This is an optimization exercise on Yosys and OpenROAD, whose aim is small area, not a production implementation.
Only simulation tests tie the RTL to the original design; equivalence was not proved.
Power and IR drop assume default switching activity.

==> run X: inputs <==
==> flow/design.v <==
module smc (
    input             clk,
    input             rst,
    input      [7:2]  bus_addr,
    input             bus_we,
    input             bus_re,
    input      [31:0] bus_wdata,
    output reg [31:0] bus_rdata,
    output            busy,
    output     [4:0]  step,
    output     [4:0]  dir,
    output     [4:0]  en,
    output            tp_start,
    output     [31:0] tp_period,
    output            tp_stop,
    input             tp_tick,
    input             es_pos,
    input             es_neg
);
    localparam [2:0] RES_NONE = 3'd0, RES_DONE = 3'd1, RES_ABORTED = 3'd2,
                     RES_REJECTED = 3'd3, RES_ILLEGAL = 3'd4;
    localparam MID = 10;    
    reg [31:0] req0, req1, req2, req3, req4;
    reg [32:0] y0, y1, y2, y4;     
    reg [31:0] cur3;               
    reg [31:0] period, tpper;
    reg [1:0]  fmask;
    reg [4:0]  out_step, out_dir, out_en;
    reg [1:0]  act;          
    reg        wt;           
    reg [2:0]  result;
    reg        err, cal, esp, esn, tick;
    reg        tp_start_q, tp_stop_q;
    reg [31:0] rem;          
    reg        cmr;          
    reg        dom_y, dom_z; 
    reg        fst;          
    reg        hp;           
    reg [32:0] ea, eb;       
    wire       bsy = |act;
    wire [1:0] ph  = {bsy & wt, bsy & ~wt};
    assign busy      = bsy;
    assign step      = out_step;
    assign dir       = out_dir;
    assign en        = out_en;
    assign tp_start  = tp_start_q;
    assign tp_stop   = tp_stop_q;
    assign tp_period = tpper;
    wire [2:0]  ra3 = bus_addr[4:2];
    wire        i0 = (ra3 == 3'd0), i1 = (ra3 == 3'd1), i2 = (ra3 == 3'd2),
                i3 = (ra3 == 3'd3), i4 = (ra3 == 3'd4);
    wire [31:0] rq = ({32{i0}} & req0) | ({32{i1}} & req1) | ({32{i2}} & req2) |
                     ({32{i3}} & req3) | ({32{i4}} & req4);
    wire [31:0] ry = ({32{i0}} & y0[31:0]) | ({32{i1}} & y1[31:0]) |
                     ({32{i2}} & y2[31:0]) | ({32{i4}} & y4[31:0]);
    wire [31:0] rcur = rq + ~ry;
    wire        rd_lo  = bus_re & (bus_addr[7:5] == 3'b000);
    wire        rd_req = bus_re & (bus_addr[7:5] == 3'b001);
    wire        rd_cur = bus_re & (bus_addr[7:5] == 3'b010);
    always @* begin
        bus_rdata = ({32{rd_lo & i1}} & {17'd0, 1'b0, act, ph, tick, bsy, esn, esp, cal, err, result, bsy}) |
                    ({32{rd_lo & i2}} & period) |
                    ({32{rd_lo & i3}} & {30'd0, fmask}) |
                    ({32{rd_lo & i4}} & {11'd0, out_en, 3'd0, out_dir, 3'd0, out_step}) |
                    ({32{rd_req & ~ra3[2] | rd_req & i4}} & rq) |
                    ({32{rd_cur & (i0 | i1 | i2 | i4)}} & rcur) |
                    ({32{rd_cur & i3}} & cur3);
    end
    wire [3:0] op  = bus_wdata[3:0];
    wire [4:0] axm = bus_wdata[8:4];
    wire idle_we   = ~bsy & bus_we;
    wire wr_cmd    = idle_we & (bus_addr == 6'h00);
    wire cmd_illegal = (|bus_wdata[31:9]) || (op != 4'h4 && axm != 5'd0) ||
                       (op == 4'h0) || (op[3]);
    wire cmd_ok    = wr_cmd & ~cmd_illegal;
    wire is_move   = (op[3:2] == 2'b00);                
    wire accept    = cmd_ok & is_move & ~err;
    wire reject    = cmd_ok & is_move & err;
    wire c_setpos  = cmd_ok & (op[2:0] == 3'd4);
    wire c_fltclr  = cmd_ok & (op[2:0] == 3'd5);
    wire c_calok   = cmd_ok & (op[2:0] == 3'd6);
    wire c_calfail = cmd_ok & (op[2:0] == 3'd7);
    wire [1:0]  sel = bsy ? act : bus_wdata[1:0];
    wire        l0x = ~sel[1];
    wire        l0r = (sel == 2'd2);
    wire        l0e = (sel == 2'd3);
    genvar g;
    wire [32:0] yl0 = ({33{l0x}} & y0) | ({33{l0r}} & {req3[31], req3}) | ({33{l0e}} & y4);
    wire c0 = l0r ? yl0[32] : ~yl0[32];
    wire c1 = ~y1[32];
    wire c2 = ~y2[32];
    wire [31:0] m0 = yl0[31:0] ^ {32{yl0[32]}};
    wire [31:0] m1 = y1[31:0] ^ {32{y1[32]}};
    wire [31:0] m2 = y2[31:0] ^ {32{y2[32]}};
    wire        pr = ~req3[31] & (|req3);     
    wire        cX = ~y0[32];
    wire [31:0] mX = y0[31:0] ^ {32{y0[32]}};
    wire ge01 = ({mX, cX | ~c1} >= {m1, 1'b1});
    wire [31:0] mw = ge01 ? mX : m1;
    wire        cw = ge01 ? cX : c1;
    wire gew2 = ({mw, cw | ~c2} >= {m2, 1'b1});
    wire ny_y = gew2 & ~ge01;
    wire ny_z = ~gew2;
    wire cy = bsy ? dom_y : (ny_y & ~sel[1]);
    wire cz = bsy ? dom_z : (ny_z & ~sel[1]);
    wire cx = ~cy & ~cz;
    wire [31:0] dm  = ({32{cx}} & m0) | ({32{cy}} & m1) | ({32{cz}} & m2);    
    wire        cm  = (cx & c0) | (cy & c1) | (cz & c2);
    wire ta = ~ea[32];
    wire tb = ~eb[32];
    wire        sel_a = ~bsy | hp;
    wire        ini   = ~bsy | fst;
    wire        tu    = sel_a ? ta : tb;
    wire [32:0] ndm   = ~{1'b0, dm};
    wire [32:0] nhdm  = ~{2'b00, dm[31:1]};
    wire        wry = ~bsy & bus_addr[5];
    wire [32:0] pu = wry ? {bus_wdata[31], bus_wdata} : ini ? nhdm : sel_a ? ea : eb;
    wire        q0 = ~wry & sel_a & ~cx;
    wire        q1 = ~wry & (sel_a ? cx : cz);
    wire        q2 = ~wry & ~sel_a & ~cz;
    wire [32:0] qu = ({33{q0}} & {1'b0, m0}) | ({33{q1}} & {1'b0, m1}) | ({33{q2}} & {1'b0, m2}) |
                     ({33{wry}} & ~{rcur[31], rcur});
    wire        cq = (q0 & c0) | (q1 & c1) | (q2 & c2);
    wire [32:0] ru = (~ini & tu) ? ndm : 33'd0;
    wire        ci = ~wry & (ini ? (~cm & ~dm[0]) : (tu & ~cm));
    wire [32:0] su = pu ^ qu ^ ru;
    wire [32:0] ku = {(pu[31:0] & qu[31:0]) | (pu[31:0] & ru[31:0]) | (qu[31:0] & ru[31:0]), cq};
    wire [32:0] eu;
    smc_add #(.N(33)) u_add (.a(su), .b(ku), .ci(ci), .s(eu));
    wire sta = ta;
    wire stb = ~eu[32];
    wire [32:0] bb;
    wire [31:0] rem_dec;
    assign bb[0] = 1'b1;
    generate
        for (g = 0; g < 32; g = g + 1) begin : g_rem
            assign rem_dec[g] = rem[g] ^ bb[g];
            assign bb[g+1]    = bb[g] & ~rem[g];
        end
    endgenerate
    reg  done;
    wire done_n = bsy ? (cmr ? (&rem) : ~(|rem)) : (~cm & ~(|dm));
    wire s_step  = bsy & ~err & ~wt;
    wire s_iter  = s_step & ~done;
    wire s_fin   = s_step & done;
    wire s_abort = bsy & err;
    wire s_stop  = s_abort | s_fin;
    wire [4:0] tog_dom = (act == 2'd3) ? 5'b10000 :
                         (act == 2'd2) ? 5'b01000 :
                         {2'b00, cz, cy, cx};
    wire [4:0] tog_a   = (act == 2'd1 && sta) ? (cx ? 5'b00010 : 5'b00001) : 5'd0;
    wire [4:0] tog_b   = (act == 2'd1 && stb) ? (cz ? 5'b00010 : 5'b00100) : 5'd0;
    wire       wr_fmask = idle_we & (bus_addr == 6'h03);
    wire       wr_out   = idle_we & (bus_addr == 6'h04);
    wire [1:0] fmask_n  = wr_fmask ? bus_wdata[1:0] : fmask;
    wire       ep = es_pos & ~fmask_n[0];
    wire       en_ = es_neg & ~fmask_n[1];
    wire [31:0] wd  = rst ? 32'd0 : bus_wdata;
    wire wr_q0 = idle_we && bus_addr == 6'h08;
    wire wr_q1 = idle_we && bus_addr == 6'h09;
    wire wr_q2 = idle_we && bus_addr == 6'h0A;
    wire wr_q3 = idle_we && bus_addr == 6'h0B;
    wire wr_q4 = idle_we && bus_addr == 6'h0C;
    wire we_req0 = rst | c_calok | wr_q0;
    wire we_req1 = rst | c_calok | wr_q1;
    wire we_req2 = rst | c_calok | wr_q2;
    wire we_req3 = rst | wr_q3;
    wire we_req4 = rst | wr_q4;
    wire we_per  = rst | (idle_we && bus_addr == 6'h02);
    wire [31:0] wdr = c_calok ? 32'd0 : wd;
    wire one0 = rst | c_calok | (c_setpos & axm[0]) | (s_fin & act == 2'd1);
    wire one1 = rst | c_calok | (c_setpos & axm[1]) | (s_fin & act == 2'd1);
    wire one2 = rst | c_calok | (c_setpos & axm[2]) | (s_fin & act == 2'd1);
    wire one4 = rst | (c_setpos & axm[4]) | (s_fin & act == 2'd3);
    wire ld_cur3 = rst | (c_setpos & axm[3]) | (s_fin & act == 2'd2);
    wire [32:0] ynw = eu | {33{rst | ~idle_we | ~bus_addr[5]}};
    always @(posedge clk) begin
        if (we_req0) req0 <= wdr;
        if (we_req1) req1 <= wdr;
        if (we_req2) req2 <= wdr;
        if (we_req3) req3 <= wd;
        if (we_req4) req4 <= wd;
        if (we_per)  period <= wd;
        if (rst | accept) tpper <= rst ? 32'd0 : period;
        if (one0 | wr_q0) y0 <= ynw;
        if (one1 | wr_q1) y1 <= ynw;
        if (one2 | wr_q2) y2 <= ynw;
        if (one4 | wr_q4) y4 <= ynw;
        if (ld_cur3) cur3 <= rst ? 32'd0 : req3;
    end
    always @(posedge clk) begin
        if (rst) begin
            fmask      <= 2'd0;
            out_step   <= 5'd0;
            out_dir    <= 5'd0;
            out_en     <= 5'd0;
            act        <= 2'd0;
            wt         <= 1'b0;
            result     <= RES_NONE;
            err        <= 1'b0;
            cal        <= 1'b0;
            esp        <= 1'b0;
            esn        <= 1'b0;
            tick       <= 1'b0;
            tp_start_q <= 1'b0;
            tp_stop_q  <= 1'b0;
        end else begin
            tp_start_q <= accept;
            tp_stop_q  <= s_stop;
            fmask <= fmask_n;
            if (wr_out)
                out_en <= bus_wdata[20:16];
            if (wr_out) begin
                out_step <= bus_wdata[4:0];
                out_dir  <= bus_wdata[12:8];
            end else if (accept) begin
                case (op[1:0])
                    2'd1:    out_dir[2:0] <= {c2, c1, c0};
                    2'd2:    out_dir[3]   <= pr;
                    default: out_dir[4]   <= c0;
                endcase
            end else if (s_iter) begin
                out_step <= out_step ^ tog_dom ^ tog_a ^ tog_b;
            end
            if (accept) begin
                act <= op[1:0];
                wt  <= 1'b0;
            end else if (s_stop) begin
                act <= 2'd0;
            end else if (s_iter) begin
                wt  <= 1'b1;
            end else if (bsy && !err && wt && tick) begin
                wt  <= 1'b0;
            end
            if (bsy)
                tick <= s_stop ? 1'b0 : (wt ? tp_tick : (tick | tp_tick));
            else
                tick <= accept & tp_tick;
            if (wr_cmd) begin
                if (cmd_illegal)   result <= RES_ILLEGAL;
                else if (reject)   result <= RES_REJECTED;
                else if (accept)   result <= RES_NONE;
                else               result <= RES_DONE;
            end else if (s_abort) begin
                result <= RES_ABORTED;
            end else if (s_fin) begin
                result <= RES_DONE;
            end
            if (c_setpos || c_fltclr || c_calok) err <= 1'b0;
            if (c_calfail) err <= 1'b1;
            if (c_fltclr) begin esp <= 1'b0; esn <= 1'b0; end
            if (c_calok) cal <= 1'b1;
            if (c_calfail) cal <= 1'b0;
            if (ep) begin esp <= 1'b1; err <= 1'b1; cal <= 1'b0; end
            if (en_) begin esn <= 1'b1; err <= 1'b1; cal <= 1'b0; end
        end
    end
    always @(posedge clk) begin
        hp <= s_iter;
        if (accept | hp) done <= done_n;
        if (accept) begin
            rem        <= dm;
            cmr        <= cm;
            dom_y      <= ny_y & (op[1:0] == 2'd1);
            dom_z      <= ny_z & (op[1:0] == 2'd1);
            fst        <= 1'b1;
        end else if (s_iter) begin
            rem        <= rem_dec;
            fst        <= 1'b0;
        end
        if (accept | hp)
            ea <= eu;
        if (s_iter)
            eb <= eu;
    end
endmodule
module smc_add #(parameter N = 34) (
    input  [N-1:0] a,
    input  [N-1:0] b,
    input          ci,
    output [N-1:0] s
);
    localparam integer TOP = (N > 32) ? 32 : (N > 16) ? 16 : (N > 8) ? 8 : (N > 4) ? 4 : (N > 2) ? 2 : 1;
    reg [N-1:0] g, p, gg, pp;
    integer i, l, d;
    always @* begin
        p = a ^ b;
        g = a & b;
        gg = g;
        pp = p;
        gg[0] = g[0] | (p[0] & ci);
        for (d = 1; d < N; d = d * 2)
            for (i = 2 * d - 1; i < N; i = i + 2 * d) begin
                gg[i] = gg[i] | (pp[i] & gg[i - d]);
                pp[i] = pp[i] & pp[i - d];
            end
        for (d = TOP; d >= 1; d = d / 2)
            for (i = 3 * d - 1; i < N; i = i + 2 * d) begin
                gg[i] = gg[i] | (pp[i] & gg[i - d]);
                pp[i] = pp[i] & pp[i - d];
            end
    end
    assign s = p ^ {gg[N-2:0], ci};
endmodule
==> flow/run.sh <==
#!/bin/bash
# synth_recipe.tcl (not shown) runs the flow's synth.tcl, then flattens the netlist and writes it again
# the make line also repeats each setting of config.mk as NAME=value (left out here)
make -C /OpenROAD-flow-scripts/flow DESIGN_CONFIG=/design/flow/config.mk WORK_HOME=/design/flow/orfs CLKGATE_MAP_FILE= SYNTH_SCRIPT=/design/flow/synth_recipe.tcl finish
==> flow/config.mk <==
export PLATFORM = sky130hd
export DESIGN_NAME = smc
export DESIGN_NICKNAME = smc
export VERILOG_FILES = /design/flow/design.v
export SDC_FILE = /design/flow/constraint.sdc
export NUM_CORES = 4
export LEC_CHECK = 0
export ABC_AREA = 1
export CAP_MARGIN = 0
export CORE_MARGIN = 2
export CORE_UTILIZATION = 65
export CTS_BUF_LIST = sky130_fd_sc_hd__clkbuf_4 sky130_fd_sc_hd__clkbuf_8
export CTS_CLUSTER_DIAMETER = 50
export CTS_CLUSTER_SIZE = 15
export GPL_TIMING_DRIVEN = 0
export PLACE_DENSITY = 0.75
export SLEW_MARGIN = 0
==> flow/constraint.sdc <==
create_clock -name core_clock -period 14.0 [get_ports {clk}]
set_input_delay 2.8000 -clock core_clock [delete_from_list [all_inputs] [get_ports {clk}]]
set_output_delay 2.8000 -clock core_clock [all_outputs]
set_load 0.01 [all_outputs]
==> run E: changes against run X <==
--- a/flow/design.v
+++ b/flow/design.v
@@ -19,7 +19,6 @@
 );
     localparam [2:0] RES_NONE = 3'd0, RES_DONE = 3'd1, RES_ABORTED = 3'd2,
                      RES_REJECTED = 3'd3, RES_ILLEGAL = 3'd4;
-    localparam MID = 10;    
     reg [31:0] req0, req1, req2, req3, req4;
     reg [32:0] y0, y1, y2, y4;     
     reg [31:0] cur3;               
@@ -31,12 +30,12 @@
     reg [2:0]  result;
     reg        err, cal, esp, esn, tick;
     reg        tp_start_q, tp_stop_q;
-    reg [31:0] rem;          
+    reg [31:0] nrem;         
     reg        cmr;          
     reg        dom_y, dom_z; 
     reg        fst;          
     reg        hp;           
-    reg [32:0] ea, eb;       
+    reg [32:0] e1, e2;       
     wire       bsy = |act;
     wire [1:0] ph  = {bsy & wt, bsy & ~wt};
     assign busy      = bsy;
@@ -95,10 +94,12 @@
     wire        pr = ~req3[31] & (|req3);     
     wire        cX = ~y0[32];
     wire [31:0] mX = y0[31:0] ^ {32{y0[32]}};
-    wire ge01 = ({mX, cX | ~c1} >= {m1, 1'b1});
+    wire ge01;
+    smc_ge u_ge01 (.a(mX), .b(m1), .ci(cX | ~c1), .ge(ge01));
     wire [31:0] mw = ge01 ? mX : m1;
     wire        cw = ge01 ? cX : c1;
-    wire gew2 = ({mw, cw | ~c2} >= {m2, 1'b1});
+    wire gew2;
+    smc_ge u_gew2 (.a(mw), .b(m2), .ci(cw | ~c2), .ge(gew2));
     wire ny_y = gew2 & ~ge01;
     wire ny_z = ~gew2;
     wire cy = bsy ? dom_y : (ny_y & ~sel[1]);
@@ -106,15 +107,13 @@
     wire cx = ~cy & ~cz;
     wire [31:0] dm  = ({32{cx}} & m0) | ({32{cy}} & m1) | ({32{cz}} & m2);    
     wire        cm  = (cx & c0) | (cy & c1) | (cz & c2);
-    wire ta = ~ea[32];
-    wire tb = ~eb[32];
     wire        sel_a = ~bsy | hp;
     wire        ini   = ~bsy | fst;
-    wire        tu    = sel_a ? ta : tb;
+    wire        tu    = ~e2[32];
     wire [32:0] ndm   = ~{1'b0, dm};
     wire [32:0] nhdm  = ~{2'b00, dm[31:1]};
     wire        wry = ~bsy & bus_addr[5];
-    wire [32:0] pu = wry ? {bus_wdata[31], bus_wdata} : ini ? nhdm : sel_a ? ea : eb;
+    wire [32:0] pu = wry ? {bus_wdata[31], bus_wdata} : ini ? nhdm : e2;
     wire        q0 = ~wry & sel_a & ~cx;
     wire        q1 = ~wry & (sel_a ? cx : cz);
     wire        q2 = ~wry & ~sel_a & ~cz;
@@ -127,19 +126,19 @@
     wire [32:0] ku = {(pu[31:0] & qu[31:0]) | (pu[31:0] & ru[31:0]) | (qu[31:0] & ru[31:0]), cq};
     wire [32:0] eu;
     smc_add #(.N(33)) u_add (.a(su), .b(ku), .ci(ci), .s(eu));
-    wire sta = ta;
+    wire sta = ~e1[32];
     wire stb = ~eu[32];
     wire [32:0] bb;
-    wire [31:0] rem_dec;
+    wire [31:0] nrem_inc;
     assign bb[0] = 1'b1;
     generate
         for (g = 0; g < 32; g = g + 1) begin : g_rem
-            assign rem_dec[g] = rem[g] ^ bb[g];
-            assign bb[g+1]    = bb[g] & ~rem[g];
+            assign nrem_inc[g] = nrem[g] ^ bb[g];
+            assign bb[g+1]     = bb[g] & nrem[g];
         end
     endgenerate
     reg  done;
-    wire done_n = bsy ? (cmr ? (&rem) : ~(|rem)) : (~cm & ~(|dm));
+    wire done_n = bsy ? (cmr ? ~(|nrem) : (&nrem)) : (~cm & ~(|dm));
     wire s_step  = bsy & ~err & ~wt;
     wire s_iter  = s_step & ~done;
     wire s_fin   = s_step & done;
@@ -259,19 +258,19 @@
         hp <= s_iter;
         if (accept | hp) done <= done_n;
         if (accept) begin
-            rem        <= dm;
+            nrem       <= ~dm;
             cmr        <= cm;
             dom_y      <= ny_y & (op[1:0] == 2'd1);
             dom_z      <= ny_z & (op[1:0] == 2'd1);
             fst        <= 1'b1;
         end else if (s_iter) begin
-            rem        <= rem_dec;
+            nrem       <= nrem_inc;
             fst        <= 1'b0;
         end
-        if (accept | hp)
-            ea <= eu;
-        if (s_iter)
-            eb <= eu;
+        if (accept | hp | s_iter) begin
+            e1 <= eu;
+            e2 <= e1;
+        end
     end
 endmodule
 module smc_add #(parameter N = 34) (
@@ -302,3 +301,23 @@
     end
     assign s = p ^ {gg[N-2:0], ci};
 endmodule
+module smc_ge (
+    input  [31:0] a,
+    input  [31:0] b,
+    input         ci,
+    output        ge
+);
+    reg [31:0] g, p;
+    integer i, d;
+    always @* begin
+        g = a & ~b;
+        p = a | ~b;
+        g[0] = g[0] | (p[0] & ci);
+        for (d = 1; d < 32; d = d * 2)
+            for (i = 2 * d - 1; i < 32; i = i + 2 * d) begin
+                g[i] = g[i] | (p[i] & g[i - d]);
+                p[i] = p[i] & p[i - d];
+            end
+    end
+    assign ge = g[31];
+endmodule
==> flow/flow/run.sh (new file) <==
#!/bin/bash
set -euo pipefail
export BUFFER_PORTS_ARGS="-buffer_cell sky130_fd_sc_hd__buf_1"
export CTS_ARGS="-sink_clustering_enable -repair_clock_nets -sink_clustering_size 15 -sink_clustering_max_diameter 50 -buf_list {sky130_fd_sc_hd__clkbuf_4 sky130_fd_sc_hd__clkbuf_8} -dont_use_dummy_load"
bash standard.sh finish > standard.log 2>&1
==> flow/standard.sh (new file) <==
#!/bin/bash
# synth_recipe.tcl (not shown) runs the flow's synth.tcl, then flattens the netlist and writes it again
# the make line also repeats each setting of config.mk as NAME=value (left out here)
make -C /OpenROAD-flow-scripts/flow DESIGN_CONFIG=/design/flow/config.mk WORK_HOME=/design/flow/orfs CLKGATE_MAP_FILE= SYNTH_SCRIPT=/design/flow/synth_recipe.tcl "${@:-finish}"
==> flow/config.mk (replaced) <==
export PLATFORM = sky130hd
export DESIGN_NAME = smc
export DESIGN_NICKNAME = smc
export VERILOG_FILES = /design/flow/design.v
export SDC_FILE = /design/flow/constraint.sdc
export NUM_CORES = 4
export LEC_CHECK = 0
export ABC_AREA = 1
export CAP_MARGIN = 10
export CORE_MARGIN = 2
export CORE_UTILIZATION = 70
export CTS_BUF_LIST = sky130_fd_sc_hd__clkbuf_4 sky130_fd_sc_hd__clkbuf_8
export CTS_CLUSTER_DIAMETER = 50
export CTS_CLUSTER_SIZE = 15
export GPL_TIMING_DRIVEN = 0
export PLACE_DENSITY = 0.8
export SLEW_MARGIN = 10
removed: flow/run.sh
==> run summary <==
metric                                                                      run E                          run X
Worst R2R End                                                         out_step[2]                         y2[30]
Area share of the largest cell type after synthesis                         48.3%                          47.2%
Layout overhead on the synthesized area                                     7.45%                          11.5%
Number of buffers added by the clock tree synthesis step                       50                             52
Post-detail-place hpwl                                                    89.7 mm                        96.6 mm
Overall die height                                                         213 um                         223 um
Outcome                                                   complete, no violations                failed layout checks
Layout check failures                                                           -  capacitance limit, slew limit
Pwr Total                                                                 6.50 mW                        7.61 mW
Hold Startpoint                                                            e1[10]                            fst
Global routing met1 resource utilization                                    63.5%                          61.9%
Normalized max-slew margin                                                  9.28%                        -0.718%
Worst path required time                                                 14550 ps                       11200 ps
Multiplexer area fraction after synthesis                                      0%                        0.0642%
Non-clock buffer instance count of the final layout                           270                            280
Hold Path Stages                                                                0                              2

-- re-timing with driven ports --
The flow's constraints put no driver on any port. The routed layouts listed below were extracted and timed again, unchanged, in two steps.
Step 1 sets driving cells, clkbuf_16 on the clock port and buf_2 on the other inputs (assumed; they add their load-dependent delay and slew).
Step 2 times the ports against the registers' clock, not the clock port: input delays grow and output delays shrink by t, the midpoint of the rising clock arrivals with the driver on.
Three values: no drivers, after step 1, after step 2; two values: the first two.
run	t (ns)	setup slack, ns	worst setup path after step 2	latest minus earliest clock arrival (ns)	cell pins on the clock port's net
run X	0.796	0.268 / 0.246 / 0.203	input to register	0.061 / 0.060	1
run E	0.748	1.204 / 1.237 / 0.489	input to register	0.094 / 0.094	1
For run E, which loses most, drivers alone change the setup slack by +0.033 ns; drivers and shift together by -0.715 ns.
